From an optimization exercise on the open Yosys and OpenROAD flow, aimed at small area, a short achievable clock period and few clock cycles per item; shortcuts taken in it are not production practice.
In this exercise RTL edits were held to simulation tests only and were not proved equivalent to the original.

==> build 42 <==
Design am_demod, start of the top module:
module am_demod (
    input  wire         clk,
    input  wire         rst,
    input  wire         in_valid,
    output wire         in_ready,
    input  wire [63:0]  in_re,
    input  wire [63:0]  in_im,
    output wire         out_valid,
    input  wire         out_ready,
    output wire [63:0]  out_re,
    output wire [63:0]  out_im
);
export LEC_CHECK = 0
export CAP_MARGIN = 20
export CORE_MARGIN = 2
export CORE_UTILIZATION = 35
export GPL_ROUTABILITY_DRIVEN = 1
export PLACE_DENSITY = 0.5
export SLEW_MARGIN = 20
create_clock -name core_clock -period 30.0 [get_ports {clk}]
standard.sh (not shown) runs the stock make flow with config.mk's settings and CLKGATE_MAP_FILE= SYNTH_SCRIPT=/design/flow/synth_recipe.tcl, a recipe that flattens the netlist after the stock synthesis.
==> flow/flow/run.sh <==
#!/bin/bash
# The standard layout (the standard.sh: ORFS synthesis through finish), with
# ORFS's timing repair asked for a setup margin, so that it sizes and buffers the
# slowest paths although they already meet the 30 ns clock. Each ORFS step keeps
# its own log under orfs/logs; make's output goes to standard_flow.log.
set -o pipefail
bash standard.sh SETUP_SLACK_MARGIN=18 finish > standard_flow.log 2>&1
==> inputs of trial 14, as changes to build 42 <==
--- a/flow/design.v
+++ b/flow/design.v
@@ -158,19 +158,16 @@
         else
             r = (v >> d[5:0]) | {55'd0, |(v & ~({56{1'b1}} << d[5:0]))};
     end
 endmodule
 module fp_addp (
     input  wire [62:0] a,
     input  wire [62:0] b,
-    output wire [62:0] p,
-    output reg  [62:0] pu,
-    output reg         pinc
+    output reg  [62:0] p
 );
-    assign p = pu + {62'd0, pinc};
     wire        swap = (b[62:52] > a[62:52]);
     wire [62:0] A  = swap ? b : a;
     wire [62:0] B  = swap ? a : b;
     wire [10:0] EA = (A[62:52] == 11'd0) ? 11'd1 : A[62:52];
     wire [10:0] EB = (B[62:52] == 11'd0) ? 11'd1 : B[62:52];
     wire [52:0] MA = {A[62:52] != 11'd0, A[51:0]};
     wire [52:0] MB = {B[62:52] != 11'd0, B[51:0]};
@@ -182,16 +179,15 @@
     reg         g, st;
     always @* begin
         if (S[56]) begin
             fr = S[55:4]; g = S[3]; st = |S[2:0]; fld = EA + 11'd1;
         end else begin
             fr = S[54:3]; g = S[2]; st = |S[1:0]; fld = S[55] ? EA : 11'd0;
         end
-        pu   = {fld, fr};
-        pinc = g & (st | fr[0]);
+        p = {fld, fr} + {62'd0, g & (st | fr[0])};
     end
 endmodule
 module fp_adds1 (
     input  wire [63:0] a,
     input  wire [63:0] b,
     output wire [56:0] S,
     output wire [10:0] EA,
@@ -234,21 +230,19 @@
             fr = T[54:3]; g = T[2]; st = |T[1:0]; fld = T[55] ? (EA - {5'd0, sh}) : 11'd0;
         end
         z = {sgn, {fld, fr} + {62'd0, g & (st | fr[0])}};
         if (S == 57'd0) z = {zsgn, 63'd0};
     end
 endmodule
 module sqrt_prep (
-    input  wire [62:0] tu,
-    input  wire        tinc,
+    input  wire [62:0] t,
     output wire [53:0] X,
     output wire [10:0] rexp,
     output wire        z
 );
-    wire [62:0] t  = tu + {62'd0, tinc};
     wire [10:0] e  = t[62:52];
     wire [52:0] mx = {e != 11'd0, t[51:0]};
     wire [5:0]  lz;
     fp_lzc #(.W(53), .CW(6)) u_lzc (.x(mx), .cnt(lz));
     wire [52:0] mn = mx << lz;
     wire signed [12:0] ue = ((e == 11'd0) ? 13'sd1 : $signed({2'd0, e})) - 13'sd1023 - $signed({7'd0, lz});
     wire        odd = ue[0];
@@ -262,16 +256,16 @@
     input  wire [N-1:0] q,
     input  wire [1:0]   d,
     output wire [N+1:0] rem_o,
     output wire [N:0]   q_o
 );
     wire [N+2:0] rs = {rem, d};
     wire [N+2:0] tr = {1'b0, q, 2'b01};
-    wire [N+3:0] df = {1'b0, rs} - {1'b0, tr};
-    wire         ge = ~df[N+3];
+    wire [N+2:0] df = rs - tr;
+    wire         ge = (rs >= tr);
     assign rem_o = ge ? df[N+1:0] : rs[N+1:0];
     assign q_o   = {q, ge};
 endmodule
 module sqrt_stage #(parameter I = 0, parameter AW = 54) (
     input  wire [I+3:0]  rem,
     input  wire [I+2:0]  q,
     input  wire [AW-1:0] rad,
@@ -311,21 +305,15 @@
     reg  [63:0] re_q, im_q;
     reg         inv_q;
     always @(posedge clk) begin
         re_q  <= in_re;
         im_q  <= in_im;
         inv_q <= in_valid;
     end
-    reg    ir_q;
-    wire   ph_n   = adv ? ~ph : ph;
-    wire   v30_n  = adv ? v[29] : v[30];
-    wire   ovq_n  = (enW & v[30]) | (ovq & ~out_ready);
-    always @(posedge clk)
-        ir_q <= ~rst & ph_n & in_valid & ~(ph_n & v30_n & ovq_n);
-    assign in_ready  = ir_q;
+    assign in_ready  = ph & inv_q & ~stall;
     wire   xfer      = in_ready & in_valid;
     assign out_valid = ovq;
     assign out_re    = y;
     assign out_im    = y;
     wire [63:0] xs = ph ? re_q : im_q;
     wire [54:0] sq_h;
     wire        sq_st;
@@ -339,30 +327,25 @@
             pq_st <= sq_st;
             pq_e  <= xs[62:52];
             pq_z  <= (xs[62:52] == 11'd0);
         end
     wire [62:0] rsq;
     fp_rsq u_rsq (.h(pq_h), .st50(pq_st), .e(pq_e), .z(pq_z), .p(rsq));
     reg  [62:0] p1, p2, t_r;
-    reg         t_inc;
-    wire [62:0] tsum, tsum_u;
-    wire        tsum_i;
-    fp_addp u_addt (.a(p1), .b(p2), .p(tsum), .pu(tsum_u), .pinc(tsum_i));
+    wire [62:0] tsum;
+    fp_addp u_addt (.a(p1), .b(p2), .p(tsum));
     always @(posedge clk) begin
         if (enN) p1  <= rsq;
         if (enW) p2  <= rsq;
-        if (enN) begin
-            t_r   <= tsum_u;     
-            t_inc <= tsum_i;
-        end
+        if (enN) t_r <= tsum;
     end
     wire [53:0] X0;
     wire [10:0] rexp0;
     wire        z0;
-    sqrt_prep u_prep (.tu(t_r), .tinc(t_inc), .X(X0), .rexp(rexp0), .z(z0));
+    sqrt_prep u_prep (.t(t_r), .X(X0), .rexp(rexp0), .z(z0));
     wire [57:0] rem_b [0:9];
     wire [55:0] q_b   [0:9];
     wire [53:0] rad_b [0:9];     
     wire [10:0] rexp_b[0:9];
     wire        z_b   [0:9];
     assign rem_b[0]  = 58'd0;
     assign q_b[0]    = 56'd0;
@@ -402,22 +385,20 @@
             assign q_b[s+1]    = {{(56-(I+6)){1'b0}}, q_o};
             assign rad_b[s+1]  = (AW0 > 0) ? ({rad_o, {(54-AW){1'b0}}}) : 54'd0;
             assign rexp_b[s+1] = rexp;
             assign z_b[s+1]    = z;
         end
     endgenerate
     reg  [53:0] rq;
-    reg  [54:0] r_rem;
-    reg         r_z;
+    reg         r_nz, r_z;
     reg  [10:0] r_exp;
-    wire        r_nz = |r_rem;
     always @(posedge clk)
         if (enW) begin
             rq    <= q_b[9][53:0];
-            r_rem <= rem_b[9][54:0];
+            r_nz  <= |rem_b[9];
             r_exp <= rexp_b[9];
             r_z   <= z_b[9];
         end
     wire        r_inc = rq[0] & (r_nz | rq[1]);
     wire [53:0] r_R   = {1'b0, rq[53:1]} + {53'd0, r_inc};
     wire [62:0] cur   = r_z ? 63'd0 : ({r_exp, rq[52:1]} + {62'd0, r_inc});
     wire [54:0] m2_h;
@@ -441,15 +422,15 @@
     reg  [62:0] t1, t2;
     always @(posedge clk)
         if (enW) begin
             t1 <= t1w;
             t2 <= t2w;
         end
     wire [62:0] dcw;
-    fp_addp u_adddc (.a(t1), .b(t2), .p(dcw), .pu(), .pinc());
+    fp_addp u_adddc (.a(t1), .b(t2), .p(dcw));
     reg  [63:0] h2;
     wire [63:0] ga = ph ? {1'b0, cur2}  : y;
     wire [63:0] gb = ph ? {1'b1, am_dc} : h2;
     wire [56:0] gS;
     wire [10:0] gE;
     wire        gsg, gzs;
     fp_adds1 u_g1 (.a(ga), .b(gb), .S(gS), .EA(gE), .sgn(gsg), .zsgn(gzs));
==> flow/run.sh (new file) <==
#!/bin/bash
# synth_recipe.tcl (not shown) runs the flow's synth.tcl, then flattens the netlist and writes it again
# the make line also repeats each setting of config.mk as NAME=value (left out here)
make -C /OpenROAD-flow-scripts/flow DESIGN_CONFIG=/design/flow/config.mk WORK_HOME=/design/flow/orfs CLKGATE_MAP_FILE= SYNTH_SCRIPT=/design/flow/synth_recipe.tcl finish
Settings changed: CORE_UTILIZATION 35 to 22, PLACE_DENSITY 0.5 to 0.35.
removed: flow/flow/run.sh
removed: flow/standard.sh
==> inputs of build 26, as changes to build 42 <==
--- a/flow/design.v
+++ b/flow/design.v
@@ -116,21 +116,25 @@
             E = rexp - 11'd14; fr = h[52:1]; g = h[0]; st = stb;
         end
         p = {E, fr} + {62'd0, g & (st | fr[0])};
         if (z) p = 63'd0;
     end
 endmodule
 module fp_mulc1 (
-    input  wire [62:0] a,
-    output reg  [62:0] p
+    input  wire [62:0] au,
+    input  wire        ainc,
+    output reg  [62:0] pu,
+    output reg         pinc
 );
-    wire [10:0]  e  = a[62:52];
-    wire [52:0]  m  = {e != 11'd0, a[51:0]};
-    wire [53:0]  x  = {1'b0, m};
-    wire [107:0] prod = ({54'd0,x} << 53) - ({54'd0,x} << 40) + ({54'd0,x} << 38) - ({54'd0,x} << 36) - ({54'd0,x} << 33) + ({54'd0,x} << 30) + ({54'd0,x} << 27) + ({54'd0,x} << 24) - ({54'd0,x} << 21) + ({54'd0,x} << 19) + ({54'd0,x} << 15) + ({54'd0,x} << 13) + ({54'd0,x} << 11) - ({54'd0,x} << 8) + ({54'd0,x} << 5) - ({54'd0,x} << 1);
+    wire [10:0]  e  = au[62:52];
+    wire [52:0]  mu = {e != 11'd0, au[51:0]};
+    wire [53:0]  m  = {1'b0, mu} + {53'd0, ainc};    
+    wire [52:0]  x  = mu;
+    wire [107:0] prod = ({55'd0,x} << 53) - ({55'd0,x} << 40) + ({55'd0,x} << 38) - ({55'd0,x} << 36) - ({55'd0,x} << 33) + ({55'd0,x} << 30) + ({55'd0,x} << 27) + ({55'd0,x} << 24) - ({55'd0,x} << 21) + ({55'd0,x} << 19) + ({55'd0,x} << 15) + ({55'd0,x} << 13) + ({55'd0,x} << 11) - ({55'd0,x} << 8) + ({55'd0,x} << 5) - ({55'd0,x} << 1)
+                        + ({108{ainc}} & 108'h1FFF2E48E8A71E);
     wire         e1 = (e[10:1] == 10'd0);           
     wire [10:0]  E  = e1 ? 11'd1 : e;
     wire         st51 = |m[50:0];
     wire         st50 = |m[49:0];
     reg  [10:0]  fld;
     reg  [51:0]  fr;
     reg          g, st;
@@ -138,15 +142,16 @@
         if (prod[105] | e1) begin
             fr = prod[104:53]; g = prod[52]; st = st51;
             fld = prod[105] ? E : (E - 11'd1);
         end else begin
             fr = prod[103:52]; g = prod[51]; st = st50;
             fld = E - 11'd1;
         end
-        p = {fld, fr} + {62'd0, g & (st | fr[0])};
+        pu   = {fld, fr};
+        pinc = g & (st | fr[0]);
     end
 endmodule
 module fp_align (
     input  wire [52:0] m,
     input  wire [10:0] d,
     output reg  [55:0] r
 );
@@ -156,22 +161,25 @@
         if (d >= 11'd56)
             r = {55'd0, |m};
         else
             r = (v >> d[5:0]) | {55'd0, |(v & ~({56{1'b1}} << d[5:0]))};
     end
 endmodule
 module fp_addp (
-    input  wire [62:0] a,
+    input  wire [62:0] au,
+    input  wire        ainc,
     input  wire [62:0] b,
     output wire [62:0] p,
     output reg  [62:0] pu,
     output reg         pinc
 );
     assign p = pu + {62'd0, pinc};
-    wire        swap = (b[62:52] > a[62:52]);
+    wire [62:0] a    = au + {62'd0, ainc};
+    wire [10:0] ea   = au[62:52] + {10'd0, ainc & (&au[51:0])};
+    wire        swap = (b[62:52] > ea);
     wire [62:0] A  = swap ? b : a;
     wire [62:0] B  = swap ? a : b;
     wire [10:0] EA = (A[62:52] == 11'd0) ? 11'd1 : A[62:52];
     wire [10:0] EB = (B[62:52] == 11'd0) ? 11'd1 : B[62:52];
     wire [52:0] MA = {A[62:52] != 11'd0, A[51:0]};
     wire [52:0] MB = {B[62:52] != 11'd0, B[51:0]};
     wire [55:0] bs;
@@ -194,26 +202,30 @@
     input  wire [63:0] a,
     input  wire [63:0] b,
     output wire [56:0] S,
     output wire [10:0] EA,
     output wire        sgn,
     output wire        zsgn
 );
-    wire        swap = (b[62:0] > a[62:0]);
+    wire        swap = (b[62:52] > a[62:52]);
     wire [63:0] A  = swap ? b : a;
     wire [63:0] B  = swap ? a : b;
     assign      EA = (A[62:52] == 11'd0) ? 11'd1 : A[62:52];
     wire [10:0] EB = (B[62:52] == 11'd0) ? 11'd1 : B[62:52];
     wire [52:0] MA = {A[62:52] != 11'd0, A[51:0]};
     wire [52:0] MB = {B[62:52] != 11'd0, B[51:0]};
     wire [55:0] bs;
     fp_align u_al (.m(MB), .d(EA - EB), .r(bs));
     wire        sub = a[63] ^ b[63];
-    assign S    = sub ? ({1'b0, MA, 3'b000} - {1'b0, bs}) : ({1'b0, MA, 3'b000} + {1'b0, bs});
-    assign sgn  = A[63];
+    wire [57:0] df  = {2'b0, MA, 3'b000} - {2'b0, bs};
+    wire [56:0] dr  = {1'b0, MB, 3'b000} - {1'b0, MA, 3'b000};
+    wire [56:0] sm  = {1'b0, MA, 3'b000} + {1'b0, bs};
+    wire        neg = sub & df[57];
+    assign S    = sub ? (neg ? dr : df[56:0]) : sm;
+    assign sgn  = A[63] ^ neg;
     assign zsgn = a[63] & b[63];
 endmodule
 module fp_adds2 (
     input  wire [56:0] S,
     input  wire [10:0] EA,
     input  wire        sgn,
     input  wire        zsgn,
@@ -222,22 +234,31 @@
     wire [5:0]  lz;
     fp_lzc #(.W(56), .CW(6)) u_lzc (.x(S[55:0]), .cnt(lz));
     wire [10:0] lim = EA - 11'd1;
     wire [5:0]  sh  = (lim < {5'd0, lz}) ? lim[5:0] : lz;
     wire [55:0] T   = S[55:0] << sh;
     reg  [51:0] fr;
     reg  [10:0] fld;
-    reg         g, st;
+    reg         g, st, inc, c;
+    reg  [62:0] base;
     always @* begin
         if (S[56]) begin
             fr = S[55:4]; g = S[3]; st = |S[2:0]; fld = EA + 11'd1;
         end else begin
             fr = T[54:3]; g = T[2]; st = |T[1:0]; fld = T[55] ? (EA - {5'd0, sh}) : 11'd0;
         end
-        z = {sgn, {fld, fr} + {62'd0, g & (st | fr[0])}};
+        inc = g & (st | fr[0]);
+        if (fld[10:1] != 10'd0) begin
+            base = {fld - 11'd1, fr};
+            c    = inc;
+        end else begin
+            base = {11'd0, fld[0], fr[51:1]};
+            c    = inc ? (fr[0] | fr[1]) : (fr[0] & fr[1]);
+        end
+        z = {sgn, base + {62'd0, c}};
         if (S == 57'd0) z = {zsgn, 63'd0};
     end
 endmodule
 module sqrt_prep (
     input  wire [62:0] tu,
     input  wire        tinc,
     output wire [53:0] X,
@@ -296,33 +317,35 @@
     input  wire [63:0]  in_im,
     output wire         out_valid,
     input  wire         out_ready,
     output wire [63:0]  out_re,
     output wire [63:0]  out_im
 );
     reg         ph;
-    reg  [30:1] v;           
+    reg  [32:1] v;           
     reg         ovq;
     reg  [63:0] y;
-    reg  [62:0] am_dc;
-    wire stall = ph & v[30] & ovq;
+    reg  [62:0] am_u;        
+    reg         am_i;
+    reg  [62:0] am_full;
+    wire stall = ph & v[32] & ovq;
     wire adv   = ~stall;
     wire enW   = ph & adv;
     wire enN   = ~ph;
     reg  [63:0] re_q, im_q;
     reg         inv_q;
     always @(posedge clk) begin
         re_q  <= in_re;
         im_q  <= in_im;
         inv_q <= in_valid;
     end
     reg    ir_q;
     wire   ph_n   = adv ? ~ph : ph;
-    wire   v30_n  = adv ? v[29] : v[30];
-    wire   ovq_n  = (enW & v[30]) | (ovq & ~out_ready);
+    wire   v30_n  = adv ? v[31] : v[32];
+    wire   ovq_n  = (enW & v[32]) | (ovq & ~out_ready);
     always @(posedge clk)
         ir_q <= ~rst & ph_n & in_valid & ~(ph_n & v30_n & ovq_n);
     assign in_ready  = ir_q;
     wire   xfer      = in_ready & in_valid;
     assign out_valid = ovq;
     assign out_re    = y;
     assign out_im    = y;
@@ -342,15 +365,15 @@
         end
     wire [62:0] rsq;
     fp_rsq u_rsq (.h(pq_h), .st50(pq_st), .e(pq_e), .z(pq_z), .p(rsq));
     reg  [62:0] p1, p2, t_r;
     reg         t_inc;
     wire [62:0] tsum, tsum_u;
     wire        tsum_i;
-    fp_addp u_addt (.a(p1), .b(p2), .p(tsum), .pu(tsum_u), .pinc(tsum_i));
+    fp_addp u_addt (.au(p1), .ainc(1'b0), .b(p2), .p(tsum), .pu(tsum_u), .pinc(tsum_i));
     always @(posedge clk) begin
         if (enN) p1  <= rsq;
         if (enW) p2  <= rsq;
         if (enN) begin
             t_r   <= tsum_u;     
             t_inc <= tsum_i;
         end
@@ -421,68 +444,77 @@
     wire [53:0] r_R   = {1'b0, rq[53:1]} + {53'd0, r_inc};
     wire [62:0] cur   = r_z ? 63'd0 : ({r_exp, rq[52:1]} + {62'd0, r_inc});
     wire [54:0] m2_h;
     fp_mulc2 u_m2 (.q(rq[53:1]), .inc(r_inc), .hi(m2_h));
     reg  [54:0] m2_q;
     reg         m2_st, m2_z;
     reg  [10:0] m2_e;
-    reg  [62:0] cur1, cur2;
+    reg  [62:0] cur1, cur2, cur3;
     always @(posedge clk)
         if (enN) begin
             m2_q  <= m2_h;
             m2_st <= |r_R[50:0];      
             m2_e  <= r_exp;
             m2_z  <= r_z;
             cur1  <= cur;
             cur2  <= cur1;
+            cur3  <= cur2;
         end
     wire [62:0] t2w, t1w;
+    wire        t1iw;
     fp_rndc2 u_r2 (.h(m2_q), .stb(m2_st), .rexp(m2_e), .z(m2_z), .p(t2w));
-    fp_mulc1 u_m1 (.a(am_dc), .p(t1w));
+    fp_mulc1 u_m1 (.au(am_u), .ainc(am_i), .pu(t1w), .pinc(t1iw));
     reg  [62:0] t1, t2;
+    reg         t1i;
     always @(posedge clk)
         if (enW) begin
-            t1 <= t1w;
-            t2 <= t2w;
-        end
-    wire [62:0] dcw;
-    fp_addp u_adddc (.a(t1), .b(t2), .p(dcw), .pu(), .pinc());
+            t1      <= t1w;
+            t1i     <= t1iw;
+            t2      <= t2w;
+            am_full <= am_u + {62'd0, am_i};
+        end
+    wire [62:0] dcu;
+    wire        dci;
+    fp_addp u_adddc (.au(t1), .ainc(t1i), .b(t2), .p(), .pu(dcu), .pinc(dci));
     reg  [63:0] h2;
-    wire [63:0] ga = ph ? {1'b0, cur2}  : y;
-    wire [63:0] gb = ph ? {1'b1, am_dc} : h2;
+    wire [63:0] ga = ph ? {1'b0, cur3}    : y;
+    wire [63:0] gb = ph ? {1'b1, am_full} : h2;
     wire [56:0] gS;
     wire [10:0] gE;
     wire        gsg, gzs;
     fp_adds1 u_g1 (.a(ga), .b(gb), .S(gS), .EA(gE), .sgn(gsg), .zsgn(gzs));
     reg  [56:0] S_q;
     reg  [10:0] E_q;
     reg         sg_q, zs_q;
     always @(posedge clk)
         if (adv) begin
             S_q  <= gS;
             E_q  <= gE;
             sg_q <= gsg;
             zs_q <= gzs;
         end
-    wire [63:0] gz, gh;
-    fp_adds2 u_g2 (.S(S_q), .EA(E_q), .sgn(sg_q), .zsgn(zs_q), .z(gz));
-    fp_half  u_hf (.x(gz), .y(gh));
+    wire [63:0] gh;      
+    fp_adds2 u_g2 (.S(S_q), .EA(E_q), .sgn(sg_q), .zsgn(zs_q), .z(gh));
     always @(posedge clk)
         if (enN) h2 <= gh;
     always @(posedge clk) begin
         if (rst) begin
             ph    <= 1'b0;
-            v     <= 30'd0;
+            v     <= 32'd0;
             ovq   <= 1'b0;
             y     <= 64'd0;
-            am_dc <= 63'd0;
+            am_u  <= 63'd0;
+            am_i  <= 1'b0;
         end else begin
             if (adv) begin
                 ph <= ~ph;
-                v  <= {v[29:1], xfer};
+                v  <= {v[31:1], xfer};
+            end
+            if (enN && v[25]) begin
+                am_u <= dcu;
+                am_i <= dci;
             end
-            if (enN && v[25]) am_dc <= dcw;
-            if (enW && v[30]) y <= gh;
-            ovq <= (enW & v[30]) | (ovq & ~out_ready);
+            if (enW && v[32]) y <= gh;
+            ovq <= (enW & v[32]) | (ovq & ~out_ready);
         end
     end
 endmodule
==> comparison <==
- Build 26 produced a clean layout. Trial 14 ran to the end with no violations. Build 42 went through all stages and came out clean.
- Between build 42 and trial 14, the lower register-to-register slack is in trial 14 (gap 5.8 ns).
- Synthesized area: build 26 > trial 14 > build 42.
- Non-clock buffer count: trial 14 < build 26 < build 42.
- Against build 26, the critical path depth of build 42 is lower by 29.
- The lowest fmax belongs to trial 14, the highest to build 42.
- Worst hold slack: trial 14 > build 42 > build 26.
Testbench counts of build 42, summed over its fixed seeds: cycles 3,456, items 1,600.
Testbench counts of trial 14, summed over its fixed seeds: cycles 3,456, items 1,600.
Testbench counts of build 26, summed over its fixed seeds: cycles 3,472, items 1,600.

-- static timing again, ports no longer ideal --
Ports are ideal in the flow. The routed layouts listed here were re-timed in OpenROAD. Step 1 sets driving cells, clkbuf_16 on the clock port and buf_2 on the other inputs (assumed; they add their load-dependent delay and slew). Step 2 also shifts input and output timing later by t, the mid clock arrival at the registers, as if the neighbouring blocks saw the same clock. Slacks: ideal / step 1 / step 2; pairs: ideal / step 1.
run	t (ns)	setup slack, ns	worst slew at a driven data input, ns	pins driven straight from the clock port
build 42	1.129	17.599 / 17.599 / 17.599	0.07	1
trial 14	1.192	11.818 / 11.818 / 11.818	0.08	1
build 26	1.131	16.713 / 16.713 / 16.713	0.08	1
After both steps setup and hold are still met in every run listed.
